What follows belongs to an exercise in optimizing a design on an open flow for small area, a short achievable clock period and few clock cycles per item; a production flow would make more cautious choices. RTL that was checked went through simulation tests only; none was proved equivalent to the original. Power is estimated from default activity; no workload was simulated.

==> v30: inputs <==
## ats_sensor_scan
module ats_sensor_scan (
    input  wire        clk,
    input  wire        rst,           
    input  wire        start,         
    input  wire [15:0] now,           
    input  wire [7:0]  max_temp,      
    input  wire [7:0]  dis_temp,      
    output reg         ready,
    output reg  [7:0]  adc_en,        
    input  wire [15:0] adc_raw,       
    output reg         done,          
    output wire [63:0] readings,      
    output reg  [7:0]  max_reading,
    output reg         overheat
);
export LEC_CHECK = 0
export CAP_MARGIN = 20
export CORE_MARGIN = 2
export CORE_UTILIZATION = 40
export SLEW_MARGIN = 20
create_clock -name core_clock -period 17.0 [get_ports {clk}]
run.sh (not shown) runs the stock make flow with config.mk's settings and CLKGATE_MAP_FILE= SYNTH_SCRIPT=/design/flow/synth_recipe.tcl, a recipe that flattens the netlist after the stock synthesis.
==> v39 (differences from v30) <==
--- a/flow/design.v
+++ b/flow/design.v
@@ -20,24 +20,27 @@
     localparam [7:0] SHORT_CIRCUIT  = 8'h80;
     localparam [7:0] OTHER_ERROR    = 8'h81;
     localparam [7:0] LIMIT_DISABLED = 8'h80;
     reg  [3:0] cnt;               
     reg        proc;              
-    reg  [2:0] chan;              
+    reg  [7:0] chan;              
+    reg        wr;                
     reg        fresh;
     reg        ld;                
     wire accept = start & ready;
     reg  [3:0] cnt_n;
     always @(*) begin
         if (accept)               cnt_n = 4'd1;
         else if (cnt == 4'd11)    cnt_n = 4'd0;
         else if (cnt != 4'd0)     cnt_n = cnt + 4'd1;
         else                      cnt_n = 4'd0;
     end
-    wire [2:0] chan_rd = chan + 3'd2;     
+    wire [7:0] chan_rd = {chan[5:0], chan[7:6]};    
     reg [15:0] now_q;             
     reg [15:0] t_prev;            
+    reg        g_pend;            
+    reg [15:0] g_since;
     reg [7:0]  hi_q, lo_q;
     reg [15:0] raw_q;
     always @(posedge clk) begin
         raw_q <= adc_raw;
         if (ld) begin
@@ -52,20 +55,22 @@
             ready  <= 1'b1;
             ld     <= 1'b1;
             adc_en <= 8'd0;
             proc   <= 1'b0;
             done   <= 1'b0;
-            chan   <= 3'd0;
+            chan   <= 8'd1;
+            wr     <= 1'b0;
             fresh  <= 1'b1;
         end else begin
             cnt    <= cnt_n;
             ready  <= ~accept & (ready | (cnt == 4'd10));
             ld     <= (cnt_n == 4'd0) | (cnt_n == 4'd11);
-            adc_en <= (accept | (cnt != 4'd0 && cnt < 4'd8)) ? (8'd1 << chan_rd) : 8'd0;
+            adc_en <= (accept | (cnt != 4'd0 && cnt < 4'd8)) ? chan_rd : 8'd0;
             proc   <= (adc_en != 8'd0);
             done   <= (cnt == 4'd10);
-            chan   <= chan + 3'd1;
+            chan   <= {chan[6:0], chan[7]};
+            wr     <= proc;
             if (done) fresh <= 1'b0;
         end
     end
     reg [7:0]  rd [0:7];
     reg        r_pdc   [0:7];
@@ -75,19 +80,27 @@
     generate
         for (gi = 0; gi < 8; gi = gi + 1) begin : g_rd
             assign readings[8*gi +: 8] = rd[gi];
         end
     endgenerate
-    wire [7:0]  rd_old  = fresh ? OTHER_ERROR : rd[chan];
+    reg  [7:0]  rd_cur;
+    integer j;
+    always @(*) begin
+        rd_cur = 8'd0;
+        for (j = 0; j < 8; j = j + 1)
+            rd_cur = rd_cur | ({8{chan[j]}} & rd[j]);
+    end
+    wire [7:0]  rd_old  = fresh ? OTHER_ERROR : rd_cur;
     wire        pdc     = ~fresh & r_pdc[0];
     wire        psc     = ~fresh & r_psc[0];
     wire [6:0]  waited  = r_wait[0];
     wire dc_cond = (raw_q < DC_THRESHOLD);
     wire sc_cond = (raw_q > SC_THRESHOLD);
     wire dc_lat  = (rd_old == DISCONNECTED);
     wire sc_lat  = (rd_old == SHORT_CIRCUIT);
-    wire [15:0] gap = now_q - t_prev;
+    wire [15:0] diff = now_q - ((cnt == 4'd10) ? g_since : t_prev);
+    wire [15:0] gap  = diff;
     reg  [6:0]  gap_lo;
     reg         gap_small, gap_wrap;
     always @(posedge clk) begin
         gap_lo    <= gap[6:0];
         gap_small <= (gap < TIMEOUT);
@@ -5144,12 +5157,12 @@
     reg [7:0] r_q;
     integer i;
     always @(posedge clk) begin
         r_q <= r_new;
         for (i = 0; i < 8; i = i + 1)
-            if (proc && chan == i[2:0])
-                rd[i] <= r_new;
+            if (wr && chan[(i + 1) % 8])
+                rd[i] <= r_q;
         for (i = 0; i < 7; i = i + 1) begin
             r_pdc[i]   <= r_pdc[i+1];
             r_psc[i]   <= r_psc[i+1];
             r_wait[i]  <= r_wait[i+1];
         end
@@ -5161,12 +5174,10 @@
             r_pdc[7]   <= r_pdc[0];
             r_psc[7]   <= r_psc[0];
             r_wait[7]  <= r_wait[0];
         end
     end
-    reg        g_pend;
-    reg [15:0] g_since;
     function sgt8(input [7:0] a, input [7:0] b);
         reg [7:0] g, l;
         reg [3:0] g1, l1;
         reg [1:0] g2, l2;
         integer n;
@@ -5183,19 +5194,25 @@
             end
             sgt8 = g2[1] | (~l2[1] & g2[0]);
         end
     endfunction
     wire rq_gt_m  = sgt8(r_q, max_reading);
+    wire rq_gt_hi = sgt8(r_q, hi_q);
+    wire rq_lt_lo = sgt8(lo_q, r_q);
+    reg  any_gt_hi, all_lt_lo;    
     wire hi_en    = (hi_q != LIMIT_DISABLED);
     wire lo_en    = (lo_q != LIMIT_DISABLED);
-    wire raise_req = hi_en & (sgt8(max_reading, hi_q) | sgt8(r_q, hi_q));
-    wire lower_req = lo_en & sgt8(lo_q, max_reading) & sgt8(lo_q, r_q);
-    wire [15:0] g_elapsed = now_q - g_since;
-    wire g_expired = (g_elapsed >= TIMEOUT);
+    wire raise_req = hi_en & (any_gt_hi | rq_gt_hi);
+    wire lower_req = lo_en & all_lt_lo & rq_lt_lo;
+    wire g_expired = (diff >= TIMEOUT);
     always @(posedge clk) begin
         if (cnt == 4'd3 || rq_gt_m)
             max_reading <= r_q;
+        if (cnt == 4'd10 && !lower_req && raise_req && !overheat && !g_pend)
+            g_since <= now_q;
+        any_gt_hi <= (cnt != 4'd3 && any_gt_hi) | rq_gt_hi;
+        all_lt_lo <= (cnt == 4'd3 || all_lt_lo) & rq_lt_lo;
         if (rst) begin
             overheat <= 1'b0;
             g_pend   <= 1'b0;
         end else if (cnt == 4'd10) begin
             if (lower_req) begin
@@ -5207,11 +5224,10 @@
                 end else if (g_pend && g_expired) begin
                     overheat <= 1'b1;
                     g_pend   <= 1'b0;
                 end else if (!g_pend) begin
                     g_pend  <= 1'b1;
-                    g_since <= now_q;
                 end
             end
         end
     end
 endmodule
==> flow/flow/run.sh (new file) <==
#!/bin/bash
# Own flow: the standard layout (standard.sh, unchanged synthesis), with
#  - the port buffers made of plain buffers.
# The whole make output goes to flow.log in the work folder; ORFS keeps each
# step's own log under orfs/logs/.
set -euo pipefail
export SETUP_SLACK_MARGIN="${SETUP_SLACK_MARGIN_OWN:-12}"
export TNS_END_PERCENT=100
export BUFFER_PORTS_ARGS="-buffer_cell sky130_fd_sc_hd__buf_2"
bash standard.sh > flow.log 2>&1
==> flow/standard.sh (new file) <==
#!/bin/bash
# synth_recipe.tcl (not shown) runs the flow's synth.tcl, then flattens the netlist and writes it again
# the make line also repeats each setting of config.mk as NAME=value (left out here)
make -C /OpenROAD-flow-scripts/flow DESIGN_CONFIG=/design/flow/config.mk WORK_HOME=/design/flow/orfs CLKGATE_MAP_FILE= SYNTH_SCRIPT=/design/flow/synth_recipe.tcl "${@:-finish}"
CAP_MARGIN = 30   (was 20)
CTS_CLUSTER_DIAMETER = 120   (was unset)
CTS_CLUSTER_SIZE = 24   (was unset)
removed: flow/run.sh
==> v32 (differences from v30) <==
--- a/flow/design.v
+++ b/flow/design.v
@@ -20,22 +20,23 @@
     localparam [7:0] SHORT_CIRCUIT  = 8'h80;
     localparam [7:0] OTHER_ERROR    = 8'h81;
     localparam [7:0] LIMIT_DISABLED = 8'h80;
     reg  [3:0] cnt;               
     reg        proc;              
-    reg  [2:0] chan;              
+    reg  [7:0] chan;              
+    reg        wr;                
     reg        fresh;
     reg        ld;                
     wire accept = start & ready;
     reg  [3:0] cnt_n;
     always @(*) begin
         if (accept)               cnt_n = 4'd1;
         else if (cnt == 4'd11)    cnt_n = 4'd0;
         else if (cnt != 4'd0)     cnt_n = cnt + 4'd1;
         else                      cnt_n = 4'd0;
     end
-    wire [2:0] chan_rd = chan + 3'd2;     
+    wire [7:0] chan_rd = {chan[5:0], chan[7:6]};    
     reg [15:0] now_q;             
     reg [15:0] t_prev;            
     reg [7:0]  hi_q, lo_q;
     reg [15:0] raw_q;
     always @(posedge clk) begin
@@ -52,20 +53,22 @@
             ready  <= 1'b1;
             ld     <= 1'b1;
             adc_en <= 8'd0;
             proc   <= 1'b0;
             done   <= 1'b0;
-            chan   <= 3'd0;
+            chan   <= 8'd1;
+            wr     <= 1'b0;
             fresh  <= 1'b1;
         end else begin
             cnt    <= cnt_n;
             ready  <= ~accept & (ready | (cnt == 4'd10));
             ld     <= (cnt_n == 4'd0) | (cnt_n == 4'd11);
-            adc_en <= (accept | (cnt != 4'd0 && cnt < 4'd8)) ? (8'd1 << chan_rd) : 8'd0;
+            adc_en <= (accept | (cnt != 4'd0 && cnt < 4'd8)) ? chan_rd : 8'd0;
             proc   <= (adc_en != 8'd0);
             done   <= (cnt == 4'd10);
-            chan   <= chan + 3'd1;
+            chan   <= {chan[6:0], chan[7]};
+            wr     <= proc;
             if (done) fresh <= 1'b0;
         end
     end
     reg [7:0]  rd [0:7];
     reg        r_pdc   [0:7];
@@ -75,11 +78,18 @@
     generate
         for (gi = 0; gi < 8; gi = gi + 1) begin : g_rd
             assign readings[8*gi +: 8] = rd[gi];
         end
     endgenerate
-    wire [7:0]  rd_old  = fresh ? OTHER_ERROR : rd[chan];
+    reg  [7:0]  rd_cur;
+    integer j;
+    always @(*) begin
+        rd_cur = 8'd0;
+        for (j = 0; j < 8; j = j + 1)
+            rd_cur = rd_cur | ({8{chan[j]}} & rd[j]);
+    end
+    wire [7:0]  rd_old  = fresh ? OTHER_ERROR : rd_cur;
     wire        pdc     = ~fresh & r_pdc[0];
     wire        psc     = ~fresh & r_psc[0];
     wire [6:0]  waited  = r_wait[0];
     wire dc_cond = (raw_q < DC_THRESHOLD);
     wire sc_cond = (raw_q > SC_THRESHOLD);
@@ -5144,12 +5154,12 @@
     reg [7:0] r_q;
     integer i;
     always @(posedge clk) begin
         r_q <= r_new;
         for (i = 0; i < 8; i = i + 1)
-            if (proc && chan == i[2:0])
-                rd[i] <= r_new;
+            if (wr && chan[(i + 1) % 8])
+                rd[i] <= r_q;
         for (i = 0; i < 7; i = i + 1) begin
             r_pdc[i]   <= r_pdc[i+1];
             r_psc[i]   <= r_psc[i+1];
             r_wait[i]  <= r_wait[i+1];
         end
==> flow/flow/run.sh (new file) <==
#!/bin/bash
# Own flow: the standard layout (standard.sh, unchanged synthesis), with
#  - the port buffers made of plain buffers.
# The whole make output goes to flow.log in the work folder; ORFS keeps each
# step's own log under orfs/logs/.
set -euo pipefail
export SETUP_SLACK_MARGIN="${SETUP_SLACK_MARGIN_OWN:-12}"
export TNS_END_PERCENT=100
export BUFFER_PORTS_ARGS="-buffer_cell sky130_fd_sc_hd__buf_2"
bash standard.sh > flow.log 2>&1
==> flow/standard.sh (new file) <==
#!/bin/bash
# synth_recipe.tcl (not shown) runs the flow's synth.tcl, then flattens the netlist and writes it again
# the make line also repeats each setting of config.mk as NAME=value (left out here)
make -C /OpenROAD-flow-scripts/flow DESIGN_CONFIG=/design/flow/config.mk WORK_HOME=/design/flow/orfs CLKGATE_MAP_FILE= SYNTH_SCRIPT=/design/flow/synth_recipe.tcl "${@:-finish}"
CAP_MARGIN = 30   (was 20)
CTS_CLUSTER_DIAMETER = 150   (was unset)
CTS_CLUSTER_SIZE = 30   (was unset)
removed: flow/run.sh
==> comparison table <==
item	v30	v32	v39
Status	complete, no violations	complete, no violations	complete, no violations
Post-route core utilization	0.483	0.444	0.450
Total number of nets in the final design	1795	1763	1642
Number of rows created at floorplan	70	71	69
Number of design-rule violations left by the first detailed-router iteration	2227	1792	1786
Proportion of cell area spent on the clock network	0.0555	0.0239	0.0281
Complex-gate fraction of the synthesized area	0.270	0.250	0.248
Adder-cell share of the synthesized area	0.0538	0.0448	0.0331
Highest signal layer in the routed design	met4	met5	met5
Fmax	200 MHz	217 MHz	220 MHz
Worst reg-to-reg path cell count	11	10	18
Buffers, non-clock	179	177	185
Length of routed wiring on met1	27.0 mm	25.8 mm	26.6 mm
Clock share of power	0.344	0.243	0.261
Leakage power of the design	6.43 nW	6.11 nW	5.84 nW
Die height	196 microns	199 microns	193 microns
Cell with the largest stage delay on the worst path	sky130_fd_sc_hd__clkdlybuf4s50_1	sky130_fd_sc_hd__edfxtp_1	sky130_fd_sc_hd__edfxtp_1
CTS Buf Count	29	13	15
Launch point of the worst hold path	r_wait[6][4]	r_psc[2]	r_wait[4][4]
Portion of total power attributed to sequential cells	0.442	0.527	0.533
Post-route cell area	17600 sq um	16600 sq um	15900 sq um
Met3 Routed Length	6.30 mm	6.90 mm	7.37 mm
Tap cell count	468	511	461
Total routed wirelength	67.3 mm	66.8 mm	64.9 mm
Testbench counts of v30, summed over its fixed seeds: cycles 35,208, scans 3,200.
Testbench counts of v32, summed over its fixed seeds: cycles 35,208, scans 3,200.
No functional check of the RTL was part of v39.

==> afterwards: timing with drivers on the ports <==
In the flow no input, the clock included, has a driving cell. The finished layouts below were timed again as built, in two steps.
Step 1: set_driving_cell puts a clkbuf_16 on clk and a buf_2 on each other input, an assumption about the parent block.
Step 2 also shifts input and output timing later by t, the mid clock arrival at the registers, as if the neighbouring blocks saw the same clock.
Slacks: no drivers / after step 1 / after step 2; pairs: no drivers / after step 1.
| run | t, ns | setup slack, ns | worst hold slack (ns) |
|---|---|---|---|
| v30 | 0.631 | 11.999 / 11.939 / 11.969 | 0.326 / 0.326 / 0.326 |
| v39 | 0.563 | 12.455 / 12.396 / 12.476 | 0.331 / 0.331 / 0.331 |
| v32 | 0.568 | 12.397 / 12.340 / 12.093 | 0.325 / 0.325 / 0.325 |
After both steps every run listed still meets setup and hold. The setup slack of v32, which loses most, moves by -0.057 ns with the drivers and by -0.304 ns with both steps.
